This is an optimization exercise on Yosys and OpenROAD, whose aim is small area, a short achievable clock period and few clock cycles, not a production implementation.
Only simulation tests tie the RTL to the original design; equivalence was not proved.
Power is estimated from default activity; no workload was simulated.

==> inputs of job 6623 <==
// rcb_canvas
module rcb_canvas (
    input  wire        clk,
    input  wire        rst,
    input  wire        cmd_valid,
    output wire        cmd_ready,
    input  wire [3:0]  cmd_op,
    input  wire [31:0] cmd_a,
    input  wire [31:0] cmd_b,
    input  wire        cmd_flag,
    input  wire [31:0] cmd_color,
    output reg         rsp_valid,
    output reg  [1:0]  rsp_code,
    output reg  [31:0] rsp_data
);
export LEC_CHECK = 0
export CAP_MARGIN = 20
export CORE_MARGIN = 2
export CORE_UTILIZATION = 35
export PLACE_DENSITY = 0.5
export SLEW_MARGIN = 20
create_clock -name core_clock -period 45.0 [get_ports {clk}]
standard.sh (not shown) runs the stock make flow with config.mk's settings and CLKGATE_MAP_FILE= SYNTH_SCRIPT=/design/flow/synth_recipe.tcl, a recipe that flattens the netlist after the stock synthesis.
==> flow/flow/run.sh <==
#!/bin/bash
# Own layout flow: the standard ORFS flow (standard.sh, with its standard
# synthesis and the design's clock and constraints), with two layout choices:
#  - the timing repair is asked to leave a setup margin, so that the resizer
#    sizes and buffers the longest paths;
#  - the port buffers that the standard flow inserts on every input and
#    output are buf_4 cells instead of the platform's delay buffers.
# Each step's full output goes to standard_flow.log here.
set -euo pipefail
cd "$(dirname "$0")/.."
bash standard.sh SETUP_SLACK_MARGIN=34.6 \
    "BUFFER_PORTS_ARGS=-buffer_cell sky130_fd_sc_hd__buf_4" finish > standard_flow.log 2>&1
==> job 1923 (differences from job 6623) <==
--- a/flow/design.v
+++ b/flow/design.v
@@ -147,26 +147,21 @@
             dp_v = a1_c;  dp_m = {7'd0, a1_rem}; dp_b = 32'd0;
         end else begin
             dp_v = stale2 ? P[0] : P[1]; dp_m = d_m; dp_b = d_b;
         end
     end
     wire dp_edge = sel_e2 | sel_e1;
     reg  [31:0] dp_clamp;
     reg  [51:0] dp_out;
-    reg  [40:0] dp_x;
-    wire [40:0] dp_xc [0:3];
-    genvar gch;
-    generate for (gch = 0; gch < 4; gch = gch + 1) begin : g_mac
-        rcb_mac u_mac (.v(dp_v[gch*8 +: 8]), .m(dp_m), .b(dp_b), .x(dp_xc[gch]));
-    end endgenerate
+    reg  signed [40:0] dp_x;
     integer ch;
     always @(*) begin
         for (ch = 0; ch < 4; ch = ch + 1) begin
-            dp_x = dp_xc[ch];
+            dp_x = $signed({1'b0, dp_v[ch*8 +: 8]}) * $signed(dp_m) + $signed(dp_b);
             if (dp_x[40])
                 dp_clamp[ch*8 +: 8] = 8'd0;
             else if (dp_x[39:24] != 16'd0)
                 dp_clamp[ch*8 +: 8] = 8'd255;
             else
                 dp_clamp[ch*8 +: 8] = dp_x[23:16];
             dp_out[ch*13 +: 13] = dp_edge ? dp_x[32:20] : {5'd0, dp_clamp[ch*8 +: 8]};
         end
@@ -392,32 +387,8 @@
             clr_al    <= clr_al_nx;
             d_al      <= d_al_nx;
             a1_al     <= a1_al_nx;
             a2_al     <= a2_al_nx;
             f_al      <= f_al_nx;
         end
     end
 endmodule
-module rcb_mac (
-    input  wire [7:0]  v,
-    input  wire [31:0] m,
-    input  wire [31:0] b,
-    output wire [40:0] x
-);
-    wire [40:0] pp [0:8];
-    genvar j;
-    generate for (j = 0; j < 8; j = j + 1) begin : g_pp
-        assign pp[j] = v[j] ? ({{9{m[31]}}, m} << j) : 41'd0;
-    end endgenerate
-    assign pp[8] = {{9{b[31]}}, b};
-    function [81:0] csa(input [40:0] p, input [40:0] q, input [40:0] r);
-        csa = {((p & q) | (p & r) | (q & r)) << 1, p ^ q ^ r};
-    endfunction
-    wire [81:0] l1a = csa(pp[0], pp[1], pp[2]);
-    wire [81:0] l1b = csa(pp[3], pp[4], pp[5]);
-    wire [81:0] l1c = csa(pp[6], pp[7], pp[8]);
-    wire [81:0] l2a = csa(l1a[40:0], l1a[81:41], l1b[40:0]);
-    wire [81:0] l2b = csa(l1b[81:41], l1c[40:0], l1c[81:41]);
-    wire [81:0] l3a = csa(l2a[40:0], l2a[81:41], l2b[40:0]);
-    wire [81:0] l4a = csa(l3a[40:0], l3a[81:41], l2b[81:41]);
-    assign x = l4a[40:0] + l4a[81:41];
-endmodule
==> flow/flow/run.sh (replaced) <==
#!/bin/bash
# Own layout flow: the standard ORFS flow (standard.sh, with its standard
# synthesis), with the timing repair asked to leave a setup margin, so that the
# resizer sizes and buffers the longest paths. Same clock, constraints and
# steps as the standard flow. Each step's full output goes to a log here.
set -euo pipefail
cd "$(dirname "$0")/.."
bash standard.sh SETUP_SLACK_MARGIN=${MARGIN:-34} finish > standard_flow.log 2>&1
==> job 9100 (differences from job 6623) <==
--- a/flow/design.v
+++ b/flow/design.v
@@ -147,26 +147,21 @@
             dp_v = a1_c;  dp_m = {7'd0, a1_rem}; dp_b = 32'd0;
         end else begin
             dp_v = stale2 ? P[0] : P[1]; dp_m = d_m; dp_b = d_b;
         end
     end
     wire dp_edge = sel_e2 | sel_e1;
     reg  [31:0] dp_clamp;
     reg  [51:0] dp_out;
-    reg  [40:0] dp_x;
-    wire [40:0] dp_xc [0:3];
-    genvar gch;
-    generate for (gch = 0; gch < 4; gch = gch + 1) begin : g_mac
-        rcb_mac u_mac (.v(dp_v[gch*8 +: 8]), .m(dp_m), .b(dp_b), .x(dp_xc[gch]));
-    end endgenerate
+    reg  signed [40:0] dp_x;
     integer ch;
     always @(*) begin
         for (ch = 0; ch < 4; ch = ch + 1) begin
-            dp_x = dp_xc[ch];
+            dp_x = $signed({1'b0, dp_v[ch*8 +: 8]}) * $signed(dp_m) + $signed(dp_b);
             if (dp_x[40])
                 dp_clamp[ch*8 +: 8] = 8'd0;
             else if (dp_x[39:24] != 16'd0)
                 dp_clamp[ch*8 +: 8] = 8'd255;
             else
                 dp_clamp[ch*8 +: 8] = dp_x[23:16];
             dp_out[ch*13 +: 13] = dp_edge ? dp_x[32:20] : {5'd0, dp_clamp[ch*8 +: 8]};
         end
@@ -392,32 +387,8 @@
             clr_al    <= clr_al_nx;
             d_al      <= d_al_nx;
             a1_al     <= a1_al_nx;
             a2_al     <= a2_al_nx;
             f_al      <= f_al_nx;
         end
     end
 endmodule
-module rcb_mac (
-    input  wire [7:0]  v,
-    input  wire [31:0] m,
-    input  wire [31:0] b,
-    output wire [40:0] x
-);
-    wire [40:0] pp [0:8];
-    genvar j;
-    generate for (j = 0; j < 8; j = j + 1) begin : g_pp
-        assign pp[j] = v[j] ? ({{9{m[31]}}, m} << j) : 41'd0;
-    end endgenerate
-    assign pp[8] = {{9{b[31]}}, b};
-    function [81:0] csa(input [40:0] p, input [40:0] q, input [40:0] r);
-        csa = {((p & q) | (p & r) | (q & r)) << 1, p ^ q ^ r};
-    endfunction
-    wire [81:0] l1a = csa(pp[0], pp[1], pp[2]);
-    wire [81:0] l1b = csa(pp[3], pp[4], pp[5]);
-    wire [81:0] l1c = csa(pp[6], pp[7], pp[8]);
-    wire [81:0] l2a = csa(l1a[40:0], l1a[81:41], l1b[40:0]);
-    wire [81:0] l2b = csa(l1b[81:41], l1c[40:0], l1c[81:41]);
-    wire [81:0] l3a = csa(l2a[40:0], l2a[81:41], l2b[40:0]);
-    wire [81:0] l4a = csa(l3a[40:0], l3a[81:41], l2b[81:41]);
-    assign x = l4a[40:0] + l4a[81:41];
-endmodule
==> flow/flow/run.sh (replaced) <==
#!/bin/bash
# Own layout flow: the standard ORFS flow (standard.sh, with its standard
# synthesis), with the timing repair asked to leave a setup margin, so that the
# resizer sizes and buffers the longest paths. Same clock, constraints and
# steps as the standard flow. Each step's full output goes to a log here.
set -euo pipefail
cd "$(dirname "$0")/.."
bash standard.sh SETUP_SLACK_MARGIN=${MARGIN:-34} finish > standard_flow.log 2>&1
==> flow/config.mk (replaced) <==
export PLATFORM = sky130hd
export DESIGN_NAME = rcb_canvas
export DESIGN_NICKNAME = rcb_canvas
export VERILOG_FILES = /design/flow/design.v
export SDC_FILE = /design/flow/constraint.sdc
export NUM_CORES = 4
export LEC_CHECK = 0
export CAP_MARGIN = 20
export CORE_MARGIN = 2
export CORE_UTILIZATION = 60
export PLACE_DENSITY = 0.7
export SLEW_MARGIN = 20
==> notes.md <==
DIE AREA=a little over 200,000 um^2; adder-cell area share of the yosys netlist=between 20% and 30%; gp weighted congestion=between 0.9 and 1; CTS-repair resized insts=49; post-detail-place hpwl=approximately 260 mm; setup bufs post-CTS=11; GR Util met3=under 10%; Worst Path Buf+Inv=2; filler cell count=about 16,000; Synth top cells by count=edfxtp_1 (1,570), inv_1 (1,465), nand2_1 (1,191), nor2_1 (1,188), fa_1 (1,110); Initial Util=between 60% and 70%; status=finished clean; Sw Ratio=between 40% and 50%
Source of the figures above: job 9100

==> notes.md <==
CTS-repair resized insts=153; adder-cell area share of the yosys netlist=between 20% and 30%; Initial Util=35.25%; post-detail-place hpwl=around 290 mm; GR Util met3=about 4.2%; status=finished clean; DIE AREA=about 350,000 um^2; Synth top cells by count=edfxtp_1 (1,570), inv_1 (1,565), nand2_1 (1,242), fa_1 (1,114), nor2_1 (1,066); Sw Ratio=42.31%; gp weighted congestion=approximately 0.95; filler cell count=around 33,000
Source of the figures above: job 6623

==> notes.md <==
Synth top cells by count=edfxtp_1 (1,570), inv_1 (1,465), nand2_1 (1,191), nor2_1 (1,188), fa_1 (1,110); status=finished clean; GR Util met3=between 2 and 3%; filler cell count=roughly 34,000; Worst Path Buf+Inv=2; DIE AREA=between 300,000 and 400,000 um^2; Sw Ratio=about 45%; post-detail-place hpwl=~290 mm; CTS-repair resized insts=just over 90; Initial Util=between 30% and 40%
Source of the figures above: job 1923

Testbench counts of job 6623, summed over its fixed seeds: cycles 4,562.
Testbench counts of job 1923, summed over its fixed seeds: cycles 4,562.
Testbench counts of job 9100, summed over its fixed seeds: cycles 4,562.

* * *

==> harbor <==
Another version of the RTL of rcb_canvas (not shown whole).
export LEC_CHECK = 0
export CAP_MARGIN = 20
export CORE_MARGIN = 2
export CORE_UTILIZATION = 35
export CTS_BUF_LIST = sky130_fd_sc_hd__clkbuf_8
export CTS_CLUSTER_SIZE = 30
export PLACE_DENSITY = 0.5
export SLEW_MARGIN = 20
create_clock -name core_clock -period 45.0 [get_ports {clk}]
==> flow/flow/run.sh <==
#!/bin/bash
# Own layout flow: the standard ORFS flow (standard.sh, with its standard
# synthesis and the design's clock and constraints), with two layout choices:
#  - the timing repair is asked to leave a setup margin, so that the resizer
#    sizes and buffers the longest paths;
#  - the port buffers that the standard flow inserts on every input and
#    output are buf_4 cells instead of the platform's delay buffers.
# Each step's full output goes to standard_flow.log here.
set -euo pipefail
cd "$(dirname "$0")/.."
bash standard.sh SETUP_SLACK_MARGIN=34.9 \
    "BUFFER_PORTS_ARGS=-buffer_cell sky130_fd_sc_hd__buf_4" finish > standard_flow.log 2>&1
==> inputs of ember, as changes to harbor <==
--- a/flow/design.v
+++ b/flow/design.v
@@ -75,19 +75,19 @@
     reg [4:0]  hm1_2, hp1_2;         
     reg [5:0]  n_q;                  
     reg [4:0]  h;                    
     reg [4:0]  hm1_0, hp1_0, hm1_1, hp1_1;
     reg [31:0] P [0:31];
     reg [51:0] dreg;                 
     reg        clr_al; reg [4:0] clr_sp;
     reg        d_al;   reg [4:0] d_sp;  reg [31:0] d_m, d_b;
-    reg        a1_al;  reg [4:0] a1_sp, a1_lo, a1_hi; reg a1_nw, a1_ee, a1_cw;
+    reg        a1_al;  reg [4:0] a1_sp, a1_lo, a1_hi, a1_iT; reg a1_nw, a1_ee, a1_cw;
     reg [31:0] a1_c;   reg [24:0] a1_rem;
-    reg        a2_al;  reg [4:0] a2_sp, a2_lo, a2_hi; reg a2_nw, a2_ee, a2_cw;
+    reg        a2_al;  reg [4:0] a2_sp, a2_lo, a2_hi, a2_iT; reg a2_nw, a2_ee, a2_cw;
     reg [31:0] a2_c;   reg [24:0] a2_rem;
     reg        f_al;   reg [4:0] f_sp;  reg [31:0] f_t;
     assign cmd_ready = rdy;
     wire accept = cmd_valid & rdy;
     wire stale  = stale1 | stale2;
     wire go     = c_v & c_go & !stale;
     wire act    = c_v & !stale;      
     wire move   = p_v & (!c_v | go);
@@ -118,18 +118,16 @@
     wire [15:0] loF = c_a[15:0];
     wire [15:0] loT = c_b[15:0];
     rcb_a2l u_from (.imod(c_a[29:21]), .cf(c_a[20:16]), .n(n_q), .t(tF), .idx(iF), .r360(rF));
     rcb_a2l u_to   (.imod(c_b[29:21]), .cf(c_b[20:16]), .n(n_q), .t(tT), .idx(iT), .r360(rT));
     wire arc_nw = c_fl ? (c_b[29:0] >= c_a[29:0]) : (c_b[29:0] <= c_a[29:0]);
     wire [4:0] arc_lo = c_fl ? iF : iT;
     wire [4:0] arc_hi = c_fl ? iT : iF;
     wire [4:0] h1    = h + 5'd1;
-    wire [4:0] a1_iT = a1_cw ? a1_hi : a1_lo;
-    wire [4:0] a2_iT = a2_cw ? a2_hi : a2_lo;
     wire a1_in0 = a1_nw ? (h >= a1_lo && h <= a1_hi) : (h >= a1_lo || h <= a1_hi);
     wire a2_in0 = a2_nw ? (h >= a2_lo && h <= a2_hi) : (h >= a2_lo || h <= a2_hi);
     wire a1_ed0 = a1_ee && (a1_cw ? (hm1_0 == a1_iT) : (hp1_0 == a1_iT));
     wire a2_ed0 = a2_ee && (a2_cw ? (hm1_0 == a2_iT) : (hp1_0 == a2_iT));
     wire a1_ed1 = a1_ee && (a1_cw ? (hm1_1 == a1_iT) : (hp1_1 == a1_iT));
     wire a2_ed1 = a2_ee && (a2_cw ? (hm1_1 == a2_iT) : (hp1_1 == a2_iT));
     wire E2_0 = a2_al & a2_ed0;
     wire I2_0 = a2_al & a2_in0;
@@ -149,26 +147,21 @@
             dp_v = a1_c;  dp_m = {7'd0, a1_rem}; dp_b = 32'd0;
         end else begin
             dp_v = stale2 ? P[0] : P[1]; dp_m = d_m; dp_b = d_b;
         end
     end
     wire dp_edge = sel_e2 | sel_e1;
     reg  [31:0] dp_clamp;
     reg  [51:0] dp_out;
-    reg  [40:0] dp_x;
-    wire [40:0] dp_xc [0:3];
-    genvar gch;
-    generate for (gch = 0; gch < 4; gch = gch + 1) begin : g_mac
-        rcb_mac u_mac (.v(dp_v[gch*8 +: 8]), .m(dp_m), .b(dp_b), .x(dp_xc[gch]));
-    end endgenerate
+    reg  signed [40:0] dp_x;
     integer ch;
     always @(*) begin
         for (ch = 0; ch < 4; ch = ch + 1) begin
-            dp_x = dp_xc[ch];
+            dp_x = $signed({1'b0, dp_v[ch*8 +: 8]}) * $signed(dp_m) + $signed(dp_b);
             if (dp_x[40])
                 dp_clamp[ch*8 +: 8] = 8'd0;
             else if (dp_x[39:24] != 16'd0)
                 dp_clamp[ch*8 +: 8] = 8'd255;
             else
                 dp_clamp[ch*8 +: 8] = dp_x[23:16];
             dp_out[ch*13 +: 13] = dp_edge ? dp_x[32:20] : {5'd0, dp_clamp[ch*8 +: 8]};
         end
@@ -304,22 +297,22 @@
             d_sp <= h - 5'd1;
         end
         if (ins_f) begin
             f_t  <= dp_clamp;
             f_sp <= h - 5'd1;
         end
         if (ins_a & !tgt2) begin
             a1_lo <= arc_lo; a1_hi <= arc_hi; a1_nw <= arc_nw; a1_ee <= 1'b1;
-            a1_cw <= c_fl; a1_c <= c_col; a1_rem <= {rT, loT};
+            a1_cw <= c_fl; a1_iT <= iT; a1_c <= c_col; a1_rem <= {rT, loT};
             a1_sp <= h - 5'd1;
         end
         if (ins_a & tgt2) begin
             a2_lo <= arc_lo; a2_hi <= arc_hi; a2_nw <= arc_nw; a2_ee <= 1'b1;
-            a2_cw <= c_fl; a2_c <= c_col; a2_rem <= {rT, loT};
+            a2_cw <= c_fl; a2_iT <= iT; a2_c <= c_col; a2_rem <= {rT, loT};
             a2_sp <= h - 5'd1;
         end
         if (ins_w & !tgt2) begin
             a1_lo <= c_a[4:0]; a1_hi <= c_a[4:0]; a1_nw <= 1'b1; a1_ee <= 1'b0;
             a1_c  <= c_col; a1_sp <= h - 5'd1;
         end
         if (ins_w & tgt2) begin
             a2_lo <= c_a[4:0]; a2_hi <= c_a[4:0]; a2_nw <= 1'b1; a2_ee <= 1'b0;
@@ -328,25 +321,30 @@
         hm1_0 <= (h_nx == 5'd0) ? n_nx[4:0] - 5'd1 : h_nx - 5'd1;
         hp1_0 <= ({1'b0, h_nx} + 6'd1 == n_nx) ? 5'd0 : h_nx + 5'd1;
         hm1_1 <= (h1_nx == 5'd0) ? n_nx[4:0] - 5'd1 : h_nx;
         hp1_1 <= ({1'b0, h1_nx} + 6'd1 == n_nx) ? 5'd0 : h1_nx + 5'd1;
         hm1_2 <= (h2_nx == 5'd0) ? n_nx[4:0] - 5'd1 : h1_nx;
         hp1_2 <= ({1'b0, h2_nx} + 6'd1 == n_nx) ? 5'd0 : h2_nx + 5'd1;
         if (ins_a)
             st_head <= st_h0;
-        rsp_code <= (c_op > OP_SETN) ? RSP_BADOPC :
-                    (op_rdpix & a_ge_n | op_wrpix & a_ge_n | op_fill & fill_rng
-                     | op_setn & setn_rng) ? RSP_RANGE : RSP_OK;
+        if (go) begin
+            rsp_code <= RSP_OK;
+            if (op_rdpix)
+                rsp_data <= vF;
+            if (op_rdpix & a_ge_n | op_wrpix & a_ge_n | op_fill & fill_rng
+                | op_setn & setn_rng)
+                rsp_code <= RSP_RANGE;
+            if (c_op > OP_SETN)
+                rsp_code <= RSP_BADOPC;
+        end
         if (a2l_p0)
             rsp_data <= {11'd0, iF, loF};
         else if (a2l_it)
-            rsp_data <= {11'd0, iF, rsp_data[14:0], a2l_qb};
-        else
-            rsp_data <= vF;
+            rsp_data[15:0] <= {rsp_data[14:0], a2l_qb};
         if (rst) begin
             rdy       <= 1'b1;
             p_v       <= 1'b0;
             c_v       <= 1'b0;
             c_go      <= 1'b0;
             c_ph      <= 1'b0;
             stale1    <= 1'b0;
             stale2    <= 1'b0;
@@ -389,32 +387,8 @@
             clr_al    <= clr_al_nx;
             d_al      <= d_al_nx;
             a1_al     <= a1_al_nx;
             a2_al     <= a2_al_nx;
             f_al      <= f_al_nx;
         end
     end
 endmodule
-module rcb_mac (
-    input  wire [7:0]  v,
-    input  wire [31:0] m,
-    input  wire [31:0] b,
-    output wire [40:0] x
-);
-    wire [40:0] pp [0:8];
-    genvar j;
-    generate for (j = 0; j < 8; j = j + 1) begin : g_pp
-        assign pp[j] = v[j] ? ({{9{m[31]}}, m} << j) : 41'd0;
-    end endgenerate
-    assign pp[8] = {{9{b[31]}}, b};
-    function [81:0] csa(input [40:0] p, input [40:0] q, input [40:0] r);
-        csa = {((p & q) | (p & r) | (q & r)) << 1, p ^ q ^ r};
-    endfunction
-    wire [81:0] l1a = csa(pp[0], pp[1], pp[2]);
-    wire [81:0] l1b = csa(pp[3], pp[4], pp[5]);
-    wire [81:0] l1c = csa(pp[6], pp[7], pp[8]);
-    wire [81:0] l2a = csa(l1a[40:0], l1a[81:41], l1b[40:0]);
-    wire [81:0] l2b = csa(l1b[81:41], l1c[40:0], l1c[81:41]);
-    wire [81:0] l3a = csa(l2a[40:0], l2a[81:41], l2b[40:0]);
-    wire [81:0] l4a = csa(l3a[40:0], l3a[81:41], l2b[81:41]);
-    assign x = l4a[40:0] + l4a[81:41];
-endmodule
==> flow/run.sh (new file) <==
#!/bin/bash
# synth_recipe.tcl (not shown) runs the flow's synth.tcl, then flattens the netlist and writes it again
# the make line also repeats each setting of config.mk as NAME=value (left out here)
make -C /OpenROAD-flow-scripts/flow DESIGN_CONFIG=/design/flow/config.mk WORK_HOME=/design/flow/orfs CLKGATE_MAP_FILE= SYNTH_SCRIPT=/design/flow/synth_recipe.tcl finish
==> flow/config.mk (replaced) <==
export PLATFORM = sky130hd
export DESIGN_NAME = rcb_canvas
export DESIGN_NICKNAME = rcb_canvas
export VERILOG_FILES = /design/flow/design.v
export SDC_FILE = /design/flow/constraint.sdc
export NUM_CORES = 4
export LEC_CHECK = 0
export CAP_MARGIN = 20
export CORE_MARGIN = 2
export CORE_UTILIZATION = 35
export PLACE_DENSITY = 0.5
export SLEW_MARGIN = 20
removed: flow/flow/run.sh
removed: flow/standard.sh
==> inputs of zinc, as changes to harbor <==
==> flow/config.mk (replaced) <==
export PLATFORM = sky130hd
export DESIGN_NAME = rcb_canvas
export DESIGN_NICKNAME = rcb_canvas
export VERILOG_FILES = /design/flow/design.v
export SDC_FILE = /design/flow/constraint.sdc
export NUM_CORES = 4
export LEC_CHECK = 0
export CAP_MARGIN = 20
export CORE_MARGIN = 2
export CORE_UTILIZATION = 35
export PLACE_DENSITY = 0.5
export SLEW_MARGIN = 20
==> out/metrics.yaml <==
run_status:
  status: "no timing/DRC/antenna violations"
synthesis:
  synth_top_area_share_pct: 38.7
worst_setup_path:
  crit_buf_inv: 1
floorplanning:
  rows: 214
  die_area_um2: 345000
power:
  power_switching_share_pct: 42.2
  p_leak_nw: 55.3
global_route:
  use_met3_pct: 3.52
  met2_usage_pct: 34.8
  grtUsageTotal_pct: 21.1
sta:
  rsz0062_at_grt: "true"
final_layout:
  multi_input_cells: 7588
That was zinc.
==> out/metrics.yaml <==
global_route:
  use_met3_pct: 3.06
  met2_usage_pct: 33.9
  grtUsageTotal_pct: 21.2
final_layout:
  top_register: "P"
  multi_input_cells: 7818
worst_setup_path:
  crit_buf_inv: 5
floorplanning:
  rows: 216
  coreArea_um2: 346000
  die_area_um2: 353000
sta:
  rsz0062_at_grt: "false"
power:
  power_switching_share_pct: 44.8
  p_leak_nw: 55.6
run_status:
  status: "no timing/DRC/antenna violations"
synthesis:
  synth_top_area_share_pct: 38.7
That was ember.
==> out/metrics.yaml <==
run_status:
  status: "no timing/DRC/antenna violations"
power:
  power_switching_share_pct: 43.6
  p_leak_nw: 55.5
global_route:
  grtUsageTotal_pct: 21.1
  antenna_found_initial: 23
  use_met3_pct: 3.68
  met2_usage_pct: 34.8
worst_setup_path:
  crit_buf_inv: 1
  crit-reg2reg-capture: "dreg[26]"
synthesis:
  synth_top_area_share_pct: 38.7
clock_network:
  holdBufCountCts: 0
floorplanning:
  die_area_um2: 345000
  rows: 214
final_layout:
  multi_input_cells: 7587
That was harbor.
Testbench counts of harbor, summed over its fixed seeds: cycles 4,562.
Testbench counts of ember, summed over its fixed seeds: cycles 4,562.
Testbench counts of zinc, summed over its fixed seeds: cycles 4,562.

## re-timing with driven ports
No port has a modelled driver above. Below, the same layouts with a new extraction and two added sets of constraints.
Step 1 sets driving cells, clkbuf_16 on the clock port and buf_2 on the other inputs (assumed; they add their load-dependent delay and slew).
Step 2 moves the port delays by t, midway between the first and last clock arrival at a register: inputs arrive t later, outputs are due t later. That takes back most of the time a late clock gives input paths.
a / b / c = ideal ports / drivers / drivers and shift; a / b = the first two.
run | t (ns) | setup slack, ns | pins driven straight from the clock port
job 6623 | 0.953 | 34.313 / 34.213 / 34.381 | 1
job 1923 | 0.921 | 34.075 / 33.982 / 34.107 | 1
job 9100 | 0.931 | 34.036 / 33.936 / 33.902 | 1
harbor | 1.129 | 34.458 / 34.349 / 34.616 | 1
ember | 0.948 | 32.248 / 32.248 / 32.248 | 1
zinc | 0.990 | 34.553 / 34.445 / 34.622 | 1
After both steps setup and hold are still met in every run listed. For job 9100, which loses most, drivers alone change the setup slack by -0.100 ns; drivers and shift together by -0.134 ns.
